This design comes from an exercise in tuning for small area, a short achievable clock period and few clock cycles on the open sky130 flow, not from production work. Function was checked by simulation only, so behaviour that the tests miss may differ from the original. No activity file was given, so power comes from the tool's default toggle rates.

[run.sh]
#!/bin/bash
# synth_recipe.tcl (not shown) runs the flow's synth.tcl, then flattens the netlist and writes it again
# the make line also repeats each setting of config.mk as NAME=value (left out here)
make -C /OpenROAD-flow-scripts/flow DESIGN_CONFIG=/design/flow/config.mk WORK_HOME=/design/flow/orfs CLKGATE_MAP_FILE= SYNTH_SCRIPT=/design/flow/synth_recipe.tcl finish
[config.mk]
export PLATFORM = sky130hd
export DESIGN_NAME = minvm_core
export DESIGN_NICKNAME = minvm_core
export VERILOG_FILES = /design/flow/design.v
export SDC_FILE = /design/flow/constraint.sdc
export NUM_CORES = 4
export LEC_CHECK = 0
export CAP_MARGIN = 20
export CORE_MARGIN = 2
export CORE_UTILIZATION = 25
export PLACE_DENSITY = 0.5
export SLEW_MARGIN = 20
[constraint.sdc]
create_clock -name core_clock -period 14.0 [get_ports {clk}]
set_input_delay 2.8000 -clock core_clock [delete_from_list [all_inputs] [get_ports {clk}]]
set_output_delay 2.8000 -clock core_clock [all_outputs]
set_load 0.01 [all_outputs]
[design.v]
module minvm_core (
    input  wire        clk,
    input  wire        rst,
    input  wire [63:0] image_size,
    output reg         mem_req,
    output reg  [63:0] mem_addr,
    input  wire        mem_gnt,
    input  wire        mem_rvalid,
    input  wire [7:0]  mem_rdata,
    input  wire [63:0] rand_value,
    output wire        rand_take,
    output reg         out_valid,
    output reg  [7:0]  out_byte,
    output wire        halted,
    output wire        faulted,
    output reg  [3:0]  fault_kind,
    output reg  [63:0] fault_info,
    input  wire [4:0]  dbg_sel,
    output reg  [63:0] dbg_data,
    output reg         dbg_written
);
    localparam [63:0] MAGIC = 64'h6D696E766D000007;
    localparam [3:0] F_OOB    = 4'd1,  F_REG   = 4'd3,  F_TYPE = 4'd4,
                     F_OPC    = 4'd5,  F_SIZE  = 4'd6,  F_DIV0 = 4'd7,
                     F_HEAPAC = 4'd9,  F_INFO  = 4'd10, F_CMP  = 4'd11,
                     F_HEAPEX = 4'd12;
    localparam [2:0] ES_IDLE = 3'd0,   
                     ES_EXEC = 3'd1,   
                     ES_MUL  = 3'd2,
                     ES_DIV  = 3'd3,
                     ES_CVT  = 3'd4,   
                     ES_EMIT = 3'd5,   
                     ES_MEM  = 3'd6,   
                     ES_WB   = 3'd7;   
    reg         halted_r, faulted_r;
    assign halted  = halted_r;
    assign faulted = faulted_r;
    wire        stopped = halted_r | faulted_r;
    reg  [63:0] regs [0:15];
    reg  [15:0] written;
    reg  [63:0] pc;        
    reg  [63:0] tick;
    reg         fl_v;      
    reg         skid_v;    
    reg  [7:0]  skid_b;
    reg         rq_stale;  
    reg         ma_ok;     
    reg  [1:0]  ahead;     
    reg  [7:0]  op, b1, b2, b3, b4;
    reg  [3:0]  idx;       
    reg  [3:0]  len;
    reg  [63:0] acc;       
    reg  [63:0] oa, ob;    
    reg  [2:0]  es;
    reg  [6:0]  cnt;
    reg  [79:0] bcd;       
    reg         cvt_nz;
    reg         emit_first;
    reg  [3:0]  mcnt;      
    reg  [3:0]  mreq;      
    function [3:0] op_len;
        input [7:0] o;
        case (o)
            8'h00: op_len = 4'd1;
            8'h02: op_len = 4'd3;
            8'h03: op_len = 4'd4;
            8'h04: op_len = 4'd6;
            8'h05: op_len = 4'd10;
            8'h06: op_len = 4'd4;
            8'h0D, 8'h0E: op_len = 4'd2;
            8'h0F, 8'h10, 8'h11, 8'h12, 8'h13: op_len = 4'd4;
            8'h14, 8'h15, 8'h16: op_len = 4'd2;
            8'h17: op_len = 4'd2;
            8'h18: op_len = 4'd3;
            8'h19: op_len = 4'd5;
            8'h1A: op_len = 4'd9;
            8'h1B: op_len = 4'd2;
            8'h1C: op_len = 4'd5;
            8'h1D: op_len = 4'd6;
            8'h1E: op_len = 4'd8;
            8'h1F: op_len = 4'd12;
            8'h20: op_len = 4'd5;
            8'h21: op_len = 4'd3;
            8'h22: op_len = 4'd2;
            8'h23: op_len = 4'd3;
            8'h24: op_len = 4'd1;
            default: op_len = 4'd0;
        endcase
    endfunction
    function [3:0] srck;
        input [7:0]  r;
        input [15:0] w;
        srck = (r < 8'd16) ? (w[r[3:0]] ? 4'd0 : F_TYPE) :
               (r == 8'd16) ? 4'd0 : F_REG;
    endfunction
    wire        bav     = skid_v | fl_v;
    wire [7:0]  byte_in = skid_v ? skid_b : mem_rdata;
    wire [3:0]  blen    = op_len(byte_in);
    wire [3:0]  blen1   = (blen == 4'd0) ? 4'd1 : blen;
    wire [4:0]  rsel = stopped ? dbg_sel :
                       (byte_in == 8'd16) ? 5'd17 : {1'b0, byte_in[3:0]};
    always @(*) begin
        if (!rsel[4]) begin
            dbg_data    = regs[rsel[3:0]];
            dbg_written = written[rsel[3:0]];
        end else begin
            dbg_data    = rsel[0] ? pc : tick;
            dbg_written = 1'b1;
        end
    end
    wire [63:0] rval = dbg_data;
    reg [63:0] imm, disp;
    always @(*) begin
        case (op)
            8'h02:   imm = {56'd0, acc[7:0]};
            8'h03:   imm = {48'd0, acc[15:0]};
            8'h04:   imm = {32'd0, acc[31:0]};
            default: imm = acc;
        endcase
        case (op)
            8'h17, 8'h1C: disp = {{56{acc[7]}},  acc[7:0]};
            8'h18, 8'h1D: disp = {{48{acc[15]}}, acc[15:0]};
            8'h19, 8'h1E: disp = {{32{acc[31]}}, acc[31:0]};
            default:      disp = acc;
        endcase
    end
    wire [63:0] rel   = pc + disp;
    wire        incdec = (op == 8'h0D) || (op == 8'h0E);
    wire        sub    = (op == 8'h0E) || (op == 8'h10);
    wire [63:0] addb   = incdec ? 64'd1 : ob;
    wire [63:0] sum    = oa + (sub ? ~addb : addb) + {63'd0, sub};
    wire        oa_z   = (oa == 64'd0);
    wire        ob_z   = (ob == 64'd0);
    wire        r_nz   = (bcd[63:0] != 64'd0);
    reg pred;
    always @(*) begin
        case (b1[3:0])
            4'd0:  pred = (oa == ob);
            4'd1:  pred = (oa <  ob);
            4'd2:  pred = (oa >  ob);
            4'd3:  pred = (oa <= ob);
            4'd4:  pred = (oa >= ob);
            4'd5:  pred = (oa != ob);
            4'd6:  pred = oa_z;
            4'd7:  pred = ob_z;
            4'd8:  pred = !oa_z && !ob_z;
            4'd9:  pred = !oa_z || !ob_z;
            4'd10: pred = ((oa & ~ob) != 64'd0);
            4'd11: pred = ((~oa & ob) != 64'd0);
            4'd12: pred = (~(oa | ob) != 64'd0);
            4'd13: pred = (~(oa & ob) != 64'd0);
            4'd14: pred = ((oa ^ ob) != 64'd0);
            default: pred = 1'b0;
        endcase
    end
    wire [3:0] e1 = srck(b1, written);
    wire [3:0] e2 = srck(b2, written);
    wire [3:0] e3 = srck(b3, written);
    wire [3:0] e4 = srck(b4, written);
    reg        x_fault;
    reg [3:0]  x_kind;
    reg [63:0] x_info;
    reg        x_put;       
    reg [63:0] x_val;
    reg        x_redir;
    reg [63:0] x_tgt;
    reg        x_halt, x_mov, x_rand;
    reg        x_mul, x_div, x_cvt, x_mem;
    reg        x_wen;
    always @(*) begin
        x_fault = 1'b0; x_kind = 4'd0; x_info = 64'd0;
        x_put = 1'b0; x_val = 64'd0; x_redir = 1'b0; x_tgt = 64'd0;
        x_halt = 1'b0; x_mov = 1'b0; x_rand = 1'b0;
        x_mul = 1'b0; x_div = 1'b0; x_cvt = 1'b0; x_mem = 1'b0;
        x_wen = 1'b0;
        if (es == ES_EXEC) begin
            case (op)
                8'h00: ;
                8'h02, 8'h03, 8'h04, 8'h05: begin x_put = 1'b1; x_val = imm; end
                8'h06: begin
                    if (b3 == 8'd0 || b3 > 8'd8) begin
                        x_fault = 1'b1; x_kind = F_SIZE; x_info = {56'd0, b3};
                    end else if (e2 != 4'd0) begin
                        x_fault = 1'b1; x_kind = e2; x_info = {56'd0, b2};
                    end else
                        x_mem = 1'b1;
                end
                8'h0D, 8'h0E: begin
                    if (e1 != 4'd0) begin
                        x_fault = 1'b1; x_kind = e1; x_info = {56'd0, b1};
                    end else begin
                        x_put = 1'b1; x_val = sum;
                    end
                end
                8'h0F, 8'h10, 8'h11, 8'h12, 8'h13: begin
                    if (e2 != 4'd0) begin
                        x_fault = 1'b1; x_kind = e2; x_info = {56'd0, b2};
                    end else if (e3 != 4'd0) begin
                        x_fault = 1'b1; x_kind = e3; x_info = {56'd0, b3};
                    end else if ((op == 8'h12 || op == 8'h13) && ob_z) begin
                        x_fault = 1'b1; x_kind = F_DIV0;
                    end else if (op == 8'h11)
                        x_mul = 1'b1;
                    else if (op == 8'h12 || op == 8'h13)
                        x_div = 1'b1;
                    else begin
                        x_put = 1'b1; x_val = sum;
                    end
                end
                8'h14: begin
                    if (e1 != 4'd0) begin
                        x_fault = 1'b1; x_kind = e1; x_info = {56'd0, b1};
                    end else
                        x_cvt = 1'b1;
                end
                8'h15: begin
                    x_fault = 1'b1; x_info = {56'd0, b1};
                    x_kind = (b1 <= 8'd16) ? F_TYPE : F_REG;
                end
                8'h16: begin x_put = 1'b1; x_val = rand_value; x_rand = 1'b1; end
                8'h17, 8'h18, 8'h19, 8'h1A: begin x_redir = 1'b1; x_tgt = rel; end
                8'h1B: begin
                    if (e1 != 4'd0) begin
                        x_fault = 1'b1; x_kind = e1; x_info = {56'd0, b1};
                    end else begin
                        x_redir = 1'b1; x_tgt = oa;
                    end
                end
                8'h1C, 8'h1D, 8'h1E, 8'h1F, 8'h20: begin
                    if (b1 > 8'd15) begin
                        x_fault = 1'b1; x_kind = F_CMP; x_info = {56'd0, b1};
                    end else if (e2 != 4'd0) begin
                        x_fault = 1'b1; x_kind = e2; x_info = {56'd0, b2};
                    end else if (e3 != 4'd0) begin
                        x_fault = 1'b1; x_kind = e3; x_info = {56'd0, b3};
                    end else if (op == 8'h20 && e4 != 4'd0) begin
                        x_fault = 1'b1; x_kind = e4; x_info = {56'd0, b4};
                    end else if (b1 == 8'd15) begin
                        if (ob_z) begin
                            x_fault = 1'b1; x_kind = F_DIV0;
                        end else
                            x_div = 1'b1;
                    end else if (pred) begin
                        x_redir = 1'b1; x_tgt = (op == 8'h20) ? acc : rel;
                    end
                end
                8'h21: begin
                    if (b2 == 8'd16) begin
                        x_fault = 1'b1; x_kind = F_TYPE; x_info = {56'd0, b2};
                    end else if (b2 > 8'd16) begin
                        x_fault = 1'b1; x_kind = F_REG; x_info = {56'd0, b2};
                    end else if (b1 == 8'd16) begin
                        x_fault = 1'b1; x_kind = F_TYPE; x_info = {56'd0, b1};
                    end else if (b1 > 8'd16) begin
                        x_fault = 1'b1; x_kind = F_REG; x_info = {56'd0, b1};
                    end else
                        x_mov = 1'b1;
                end
                8'h22: begin
                    if (e1 != 4'd0) begin
                        x_fault = 1'b1; x_kind = e1; x_info = {56'd0, b1};
                    end else if (!oa_z) begin
                        x_fault = 1'b1; x_kind = F_HEAPEX; x_info = oa;
                    end
                end
                8'h23: begin
                    if (b2 > 8'd3) begin
                        x_fault = 1'b1; x_kind = F_INFO; x_info = {56'd0, b2};
                    end else begin
                        x_put = 1'b1;
                        case (b2[1:0])
                            2'd0: x_val = MAGIC;
                            2'd1: x_val = tick;
                            2'd2: x_val = 64'd0;
                            default: x_val = image_size;
                        endcase
                    end
                end
                8'h24: x_halt = 1'b1;
                default: begin
                    x_fault = 1'b1; x_kind = F_OPC; x_info = {56'd0, op};
                end
            endcase
        end else if (es == ES_WB) begin
            case (op)
                8'h1C, 8'h1D, 8'h1E, 8'h1F, 8'h20: begin
                    if (r_nz) begin
                        x_redir = 1'b1; x_tgt = (op == 8'h20) ? acc : rel;
                    end
                end
                8'h12:   begin x_put = 1'b1; x_val = oa; end
                8'h11, 8'h13: begin x_put = 1'b1; x_val = bcd[63:0]; end
                default: begin x_put = 1'b1; x_val = acc; end    
            endcase
        end
        if (x_put) begin
            if (b1 > 8'd16) begin
                x_fault = 1'b1; x_kind = F_REG; x_info = {56'd0, b1};
            end else if (b1 == 8'd16) begin
                x_redir = 1'b1; x_tgt = x_val;
            end else
                x_wen = 1'b1;
        end
        if (es == ES_WB && op == 8'h06 && !x_fault && !x_redir) begin
            x_redir = 1'b1; x_tgt = pc;
        end
        if (x_fault) x_rand = 1'b0;
    end
    reg [4:0] lead;
    integer k;
    always @(*) begin
        lead = 5'd0;
        for (k = 0; k < 20; k = k + 1)
            if (bcd[k*4 +: 4] != 4'd0) lead = k[4:0];
    end
    wire [4:0] ecur       = emit_first ? lead : cnt[4:0];
    wire [3:0] edigit     = bcd[ecur*4 +: 4];
    wire       emit_last  = (ecur == 5'd0);
    wire x_kill = x_fault | x_redir | x_halt;
    wire x_done = (es == ES_EXEC && !(x_mul | x_div | x_cvt | x_mem)) ||
                  (es == ES_WB) || (es == ES_EMIT && emit_last);
    wire d_ready = !stopped && (es == ES_IDLE || (x_done && !x_kill));
    wire dcons   = d_ready && bav;
    wire mcons   = (es == ES_MEM) && bav;
    wire cons    = dcons | mcons;
    wire starve  = (ahead == 2'd0) && !rq_stale && !ma_ok;
    wire f_oob   = d_ready && starve;
    wire f_hacc  = (es == ES_MEM) && starve;
    wire [63:0] mul_next = bcd[63:0] + (ob[0] ? oa : 64'd0) + (ob[1] ? {oa[62:0], 1'b0} : 64'd0)
                         + (ob[2] ? {oa[61:0], 2'b0} : 64'd0) + (ob[3] ? {oa[60:0], 3'b0} : 64'd0);
    wire [64:0] ds1  = {bcd[63:0], oa[63]};
    wire [65:0] dd1  = {1'b0, ds1} - {2'b0, ob};
    wire        dq1  = !dd1[65];
    wire [63:0] dr1  = dq1 ? dd1[63:0] : ds1[63:0];
    wire [64:0] ds2  = {dr1, oa[62]};
    wire [65:0] dd2  = {1'b0, ds2} - {2'b0, ob};
    wire        dq2  = !dd2[65];
    wire [63:0] dr2  = dq2 ? dd2[63:0] : ds2[63:0];
    wire        dskip = !r_nz && (oa[63:56] == 8'd0) && (cnt <= 7'd56);
    function [79:0] dd_step;
        input [79:0] v;
        input        bit_in;
        integer j;
        reg [79:0] a;
        begin
            for (j = 0; j < 20; j = j + 1)
                a[j*4 +: 4] = (v[j*4 +: 4] >= 4'd5) ? v[j*4 +: 4] + 4'd3 : v[j*4 +: 4];
            dd_step = {a[78:0], bit_in};
        end
    endfunction
    wire [79:0] cv1 = dd_step(bcd, oa[63]);
    wire [79:0] cv2 = dd_step(cv1, oa[62]);
    wire [79:0] cv3 = dd_step(cv2, oa[61]);
    wire [79:0] cv4 = dd_step(cv3, oa[60]);
    wire        cskip = !cvt_nz && (oa[63:56] == 8'd0) && (cnt <= 7'd56);
    wire        take   = mem_req & mem_gnt;
    wire        pend   = mem_req & ~mem_gnt;
    wire        flush  = x_redir | x_mem;
    wire [63:0] ftgt   = x_mem ? oa : x_tgt;
    reg [63:0] na;
    always @(*) begin
        if (flush && !pend)      na = ftgt;
        else if (take && rq_stale) na = (es == ES_MEM) ? oa : pc;
        else if (take)           na = mem_addr + 64'd1;
        else                     na = mem_addr;
    end
    wire        na_ok   = (na < image_size);
    wire [1:0]  ahead_n = flush ? 2'd0 :
                          ahead + {1'b0, take & ~rq_stale} - {1'b0, cons};
    reg [2:0] es_n;
    reg [3:0] mreq_n;
    wire blk_cur = (op == 8'h06) || (op == 8'h11) || (op == 8'h12) || (op == 8'h13) ||
                   (op == 8'h14) ||
                   ((op == 8'h1C || op == 8'h1D || op == 8'h1E || op == 8'h1F || op == 8'h20) &&
                    b1 == 8'd15);
    wire d_last = dcons && ((idx == 4'd0) ? (blen1 == 4'd1) : (idx + 4'd1 == len));
    always @(*) begin
        es_n = es;
        case (es)
            ES_IDLE: ;
            ES_EXEC: begin
                if (x_mul)      es_n = ob_z ? ES_WB : ES_MUL;
                else if (x_div) es_n = ES_DIV;
                else if (x_cvt) es_n = ES_CVT;
                else if (x_mem) es_n = ES_MEM;
                else            es_n = ES_IDLE;
            end
            ES_MUL:  if (ob[63:4] == 60'd0) es_n = ES_WB;
            ES_DIV:  if ((dskip ? cnt + 7'd8 : cnt + 7'd2) == 7'd64) es_n = ES_WB;
            ES_CVT:  if ((!cvt_nz && oa_z) || (cskip ? cnt + 7'd8 : cnt + 7'd4) == 7'd64) es_n = ES_EMIT;
            ES_EMIT: if (emit_last) es_n = ES_IDLE;
            ES_MEM:  if (mcons && mcnt == 4'd1) es_n = ES_WB;
            ES_WB:   es_n = ES_IDLE;
            default: es_n = ES_IDLE;
        endcase
        if (d_last) es_n = ES_EXEC;
        mreq_n = x_mem ? b3[3:0] :
                 (es == ES_MEM && take && !rq_stale) ? mreq - 4'd1 : mreq;
    end
    wire stop_n = stopped | x_fault | x_halt | f_oob | f_hacc;
    wire eblk_n = (es_n == ES_MUL) || (es_n == ES_DIV) || (es_n == ES_CVT) ||
                  (es_n == ES_EMIT) || (es_n == ES_EXEC && idx != 4'd0 && blk_cur);
    wire want   = !stop_n &&
                  ((es_n == ES_MEM) ? (mreq_n != 4'd0 && ahead_n != 2'd2) :
                   eblk_n ? (ahead_n == 2'd0) : (ahead_n != 2'd2));
    always @(posedge clk) begin
        out_valid <= 1'b0;
        if (rst) begin
            halted_r   <= 1'b0;
            faulted_r  <= 1'b0;
            written    <= 16'd0;
            pc         <= 64'd0;
            tick       <= 64'd0;
            mem_req    <= 1'b0;
            mem_addr   <= 64'd0;
            fl_v       <= 1'b0;
            skid_v     <= 1'b0;
            rq_stale   <= 1'b0;
            ma_ok      <= 1'b1;
            ahead      <= 2'd0;
            idx        <= 4'd0;
            es         <= ES_IDLE;
            fault_kind <= 4'd0;
            fault_info <= 64'd0;
            out_byte   <= 8'd0;
        end else begin
            mem_req  <= pend | (want & na_ok);
            mem_addr <= na;
            ma_ok    <= na_ok;
            fl_v     <= take & ~rq_stale & ~flush;
            rq_stale <= flush ? pend : (take ? 1'b0 : rq_stale);
            ahead    <= ahead_n;
            skid_v   <= flush ? 1'b0 : (fl_v ? (skid_v | ~cons) : (skid_v & ~cons));
            if (fl_v && (skid_v || !cons))
                skid_b <= mem_rdata;
            mreq     <= mreq_n;
            es       <= es_n;
            if (dcons) begin
                if (idx == 4'd0) begin
                    op   <= byte_in;
                    tick <= tick + 64'd1;
                    pc   <= pc + {60'd0, blen1};
                    len  <= blen1;
                    idx  <= (blen1 == 4'd1) ? 4'd0 : 4'd1;
                end else begin
                    case (idx)
                        4'd1: b1 <= byte_in;
                        4'd2: b2 <= byte_in;
                        4'd3: b3 <= byte_in;
                        4'd4: b4 <= byte_in;
                        default: ;
                    endcase
                    idx <= (idx + 4'd1 == len) ? 4'd0 : idx + 4'd1;
                    if ((idx == 4'd1 && (op == 8'h0D || op == 8'h0E || op == 8'h14 ||
                                         op == 8'h1B || op == 8'h22)) ||
                        (idx == 4'd2 && (op == 8'h06 || op == 8'h21 ||
                                         (op >= 8'h0F && op <= 8'h13) ||
                                         (op >= 8'h1C && op <= 8'h20))))
                        oa <= rval;
                    if (idx == 4'd3 && ((op >= 8'h0F && op <= 8'h13) ||
                                        (op >= 8'h1C && op <= 8'h20)))
                        ob <= rval;
                    if (idx == 4'd4 && op == 8'h20)
                        acc <= rval;
                    else
                        acc <= {acc[55:0], byte_in};
                end
            end
            if (x_wen) begin
                regs[b1[3:0]]    <= x_mov ? oa : x_val;
                written[b1[3:0]] <= 1'b1;
            end
            if (x_mov) begin
                regs[b1[3:0]]    <= oa;
                written[b1[3:0]] <= written[b2[3:0]];
            end
            if (x_redir)
                pc <= x_tgt;
            if (x_halt)
                halted_r <= 1'b1;
            if (x_fault) begin
                faulted_r  <= 1'b1;
                fault_kind <= x_kind;
                fault_info <= x_info;
            end else if (f_oob) begin
                faulted_r  <= 1'b1;
                fault_kind <= F_OOB;
                fault_info <= mem_addr;
            end else if (f_hacc) begin
                faulted_r  <= 1'b1;
                fault_kind <= F_HEAPAC;
                fault_info <= mem_addr;
            end
            case (es)
                ES_EXEC: begin
                    if (x_mul || x_div || x_cvt) begin
                        bcd <= 80'd0;
                        cnt <= 7'd0;
                    end
                    cvt_nz <= 1'b0;
                    if (x_mem) begin
                        acc  <= 64'd0;
                        mcnt <= b3[3:0];
                    end
                end
                ES_MUL: begin
                    bcd[63:0] <= mul_next;
                    oa <= {oa[59:0], 4'd0};
                    ob <= {4'd0, ob[63:4]};
                end
                ES_DIV: begin
                    if (dskip) begin
                        oa  <= {oa[55:0], 8'd0};
                        cnt <= cnt + 7'd8;
                    end else begin
                        oa        <= {oa[61:0], dq1, dq2};
                        bcd[63:0] <= dr2;
                        cnt       <= cnt + 7'd2;
                    end
                end
                ES_CVT: begin
                    if (cskip) begin
                        oa  <= {oa[55:0], 8'd0};
                        cnt <= cnt + 7'd8;
                    end else begin
                        bcd    <= cv4;
                        oa     <= {oa[59:0], 4'd0};
                        cnt    <= cnt + 7'd4;
                        cvt_nz <= cvt_nz | (oa[63:60] != 4'd0);
                    end
                    emit_first <= 1'b1;
                end
                ES_EMIT: begin
                    out_valid  <= 1'b1;
                    out_byte   <= {4'h3, edigit};
                    cnt        <= {2'd0, ecur - 5'd1};
                    emit_first <= 1'b0;
                end
                ES_MEM: begin
                    if (mcons) begin
                        acc  <= {acc[55:0], byte_in};
                        mcnt <= mcnt - 4'd1;
                    end
                end
                default: ;
            endcase
        end
    end
    assign rand_take = x_rand;
endmodule
==> impl_metrics.env <==
export IMPL_place_congestion=1.024
export IMPL_fin_crit_sh_pct=82.24
export IMPL_holdPathEnd="fault_kind[2]"
export IMPL_clock_sinks=1663
export IMPL_syn_area_mm2=0.1239
export IMPL_r2r_start="oa[17]"
export IMPL_hold_viol_final=0
export IMPL_synthToLayoutAreaGrowth_pct=15.82
export IMPL_critPathArrivalTime_ps=12320
export IMPL_drtIter0Drc=15100
export IMPL_synth_seq_cells=1663
export IMPL_drive_gt1_share_pct=7.808
export IMPL_die_area_mm2=0.5014
export IMPL_power_leakage_nw=54.06
export IMPL_hold_depth=2
export IMPL_cts_root_buf="clkbuf_16"
export IMPL_required_ps=14810
export IMPL_synth_edf_count=1365
export IMPL_cts_tree="done"
export IMPL_crit_path_end_kind="flop"
export IMPL_syn_inst=13800
export IMPL_postSynth_asyncResetShare_pct=0
export IMPL_r2r_slack_ps=2490
export IMPL_yosysWarnings=1
export IMPL_seq_area_frac_synth_pct=37.89
export IMPL_worstPathMaxFanout=46
export IMPL_start_util_pct=25.11
export IMPL_worstSetupPathType="reg -> reg"
export IMPL_hp_class="reg -> reg"
export IMPL_outcome="finished clean"
export IMPL_grt_max_degree=138
export IMPL_r2r_end="mem_req"
export IMPL_syn_area_per_cell_um2=8.984
export IMPL_grt_pass1_vias=107700
export IMPL_die_w_um=708.1
export IMPL_start_kind="flop"
export IMPL_grt_overflow=0
export IMPL_ant_nets=0
export IMPL_port_buffer_count=351
export IMPL_finalSetupTns_ps=0
export IMPL_core_area_mm2=0.4936
export IMPL_setup_ws_ps=2486
export IMPL_clk_pin_slew_worst_paths_ps=70
export IMPL_drt_first_pass_iters=10
export IMPL_max_freq_mhz=86.85
export IMPL_period_minus_slack_ps=11510
export IMPL_rows=258
export IMPL_ys_flop_type="edfxtp_1"
export IMPL_cts_max_path_buffers=4
export IMPL_vias_per_cell=5.643
export IMPL_cts_buffers=202
export IMPL_skew_ps=110.9
export IMPL_rsz0062_at_grt="no"
export IMPL_wl_um=638700
export IMPL_setup_viol_count_final=0
export IMPL_slew_violations=0
export IMPL_postCtsSetupBuffers=0
export IMPL_wl_per_cell_um=30.99
export IMPL_worstMarginPinSlew_ps=1233
export IMPL_ir_drop_mv=0.1072
export IMPL_vias=116300
export IMPL_ios=355
export IMPL_dp_hpwl_um=484300
export IMPL_p_per_area_mw_per_mm2=106.3
export IMPL_clk_latency_ps=970
export IMPL_track_usage_pct=24.31
export IMPL_cts_htree_levels=4
export IMPL_synth_cell_type_count=99
export IMPL_drv_cap=0
export IMPL_nets=15080
export IMPL_max_slew_margin_pct=17.78
export IMPL_chipHeight_um=708.1
export IMPL_grt_first_pass_wirelength_um=867400
export IMPL_grt_antenna_before_repair=53
export IMPL_drc_errors=0
export IMPL_dp_slack_ps=2657
export IMPL_crit_start="oa[17]"
export IMPL_hold_buffers=0
export IMPL_cts_resized=0
export IMPL_reg2regPathDepth=26
export IMPL_hold_path_startpoint="fault_kind[2]"
==> metal layers <==
layer	track usage [%]	wire, um	part of all wire (%)	vias up
met5	0	36	0.0056	-
met4	13.56	43450	6.8	6
met3	5.848	64510	10	1249
met2	35.97	266100	42	6079
met1	32.37	264600	41	57660
li1	-	-	-	51320
==> report_power, final <==
part           leakage [nW]  internal, mW  switching [mW]  total (mW)
sequential             16.8          5.44           0.169        5.61
combinational          34.1          1.35            2.90        4.25
clock                  3.19          3.04            2.36        5.40
total                  54.1          9.83            5.43        15.3
==> worst max path at each step <==
stage	endpoint	slack, ps	cells past startpoint
after floorplan	dbg_written	5080	14
after global placement	dbg_data[37]	2640	16
after detailed placement	dbg_data[37]	2660	16
after CTS	dbg_data[37]	2630	16
after global routing	dbg_data[42]	2290	16
final	mem_req	2490	26
==> layout make-up <==
class,instances,area [um2]
antenna,23,57.56
clock buffer,249,5314
clock inverter,126,1249
fill,52090,350000
inverter,592,2227
multi-input combinational,10640,72300
sequential,1663,46960
tap,6500,8133
timing repair buffer,821,7295
==> cell usage after synthesis (111+ instances only) <==
library cell	count	area share, %
a311oi_1	157	1.1
nor4_1	160	0.81
edfxtp_1	1365	33
nor2b_1	111	0.56
o21ai_0	699	2.8
and3_1	113	0.57
clkbuf_1	837	2.5
dfxtp_1	298	4.8
a21o_1	248	1.5
a211oi_1	505	3.1
a31oi_1	261	1.3
nor3_1	201	0.81
nand4_1	186	0.94
and2_1	346	1.7
a222oi_1	137	1.1
ha_1	832	8.4
a22oi_1	116	0.70
a21oi_1	1148	4.6
o22ai_1	135	0.68
xnor2_1	342	2.4
nand2b_1	112	0.57
fa_1	189	3.1
inv_1	584	1.8
a221oi_1	143	1.0
xor2_1	237	1.7
nand3_1	178	0.72
nand2_1	1622	4.9
mux2i_1	251	2.0
nor2_1	1288	3.9
==> cells by family after synthesis <==
| logic type | count (synthesis) | share of synthesized area [%] |
|---|---|---|
| fa+ha+maj | 1021 | 11.45 |
| compound gates | 4158 | 22.01 |
| flops | 1663 | 37.89 |
| mux | 354 | 3.199 |
| buf+inv | 1496 | 4.559 |
| simple gates | 4523 | 16.79 |
| xor+xnor | 579 | 4.092 |
| other cells | 1 | 0.003026 |
==> layout by cell type, fill, tap and decap left out, types with 343 or more instances in the layout <==
cell,Yosys,layout
and2_1,346,343
clkdlybuf4s50_1,0,350
a21oi_1,1148,1084
edfxtp_1,1365,1365
nor2_1,1288,1264
buf_4,4,449
a211oi_1,505,502
ha_1,832,832
o21ai_0,699,693
nand2_1,1622,1617
inv_1,584,583
==> flip-flops by register name (all words and copies together), names as in the netlist, 16 cells and up <==
signal	cells
regs	1024
fault_info	64
tick	64
written	16
bcd	80
acc	64
oa	64
mem_addr	64
ob	64
pc	64
==> critical path: stages, from the launching register on <==
cell	delay, ps
edfxtp_1	930
inv_1	560
ha_1	370
nor4_2	900
nand4_1	690
o41ai_1	960
o21a_1	230
a21oi_1	70
nor4_1	720
a31o_2	520
and2_1	210
nand2_1	530
o21a_4	650
a21oi_1	200
a31oi_1	80
ha_1	360
a21o_1	160
a21o_1	170
a21oi_1	400
nor2_1	100
a211oi_1	610
nor2_1	80
a211oi_1	730
o2111ai_1	200
a21o_1	370
a31o_2	290
o32ai_1	290
==> metrics by stage <==
step | utilization [%] | instances | total power, mW | hold slack (ps) | instance area (um2)
6_report | 29.08 | 20610 | 15.26 | 467.2 | 143500
5_1_grt | 29.07 | 20590 | 15.80 | 477.7 | 143500
4_1_cts | 29.06 | 20590 | 15.25 | 467.1 | 143400
3_5_place_dp | 27.73 | 20210 | 9.861 | 446.7 | 136900
3_3_place_gp | 27.72 | 20210 | 9.841 | 453.2 | 136800
2_1_floorplan | - | 13800 | 7.928 | 470.6 | 123900
Testbench counts, summed over its fixed seeds: cycles 85,623.

[port drivers added, routing unchanged]
The flow's constraints put no driver on any port. The routed layout listed below was extracted and timed again, unchanged, in two steps.
Step 1: set_driving_cell puts a clkbuf_16 on clk and a buf_2 on each other input, an assumption about the parent block.
Step 2 moves the port delays by t, midway between the first and last clock arrival at a register: inputs arrive t later, outputs are due t later. That takes back most of the time a late clock gives input paths.
a / b / c = ideal / step 1 / step 2; a / b = the first two.
t, ns: 1.034
setup WS [ns]: 2.486 / 2.486 / 2.486
worst setup path after step 2: register to register
worst register clock-pin slew, ns: 0.07 / 0.07
After both steps setup and hold are still met in this run. The setup slack of this run moves by 0.000 ns with the drivers and by 0.000 ns with both steps.
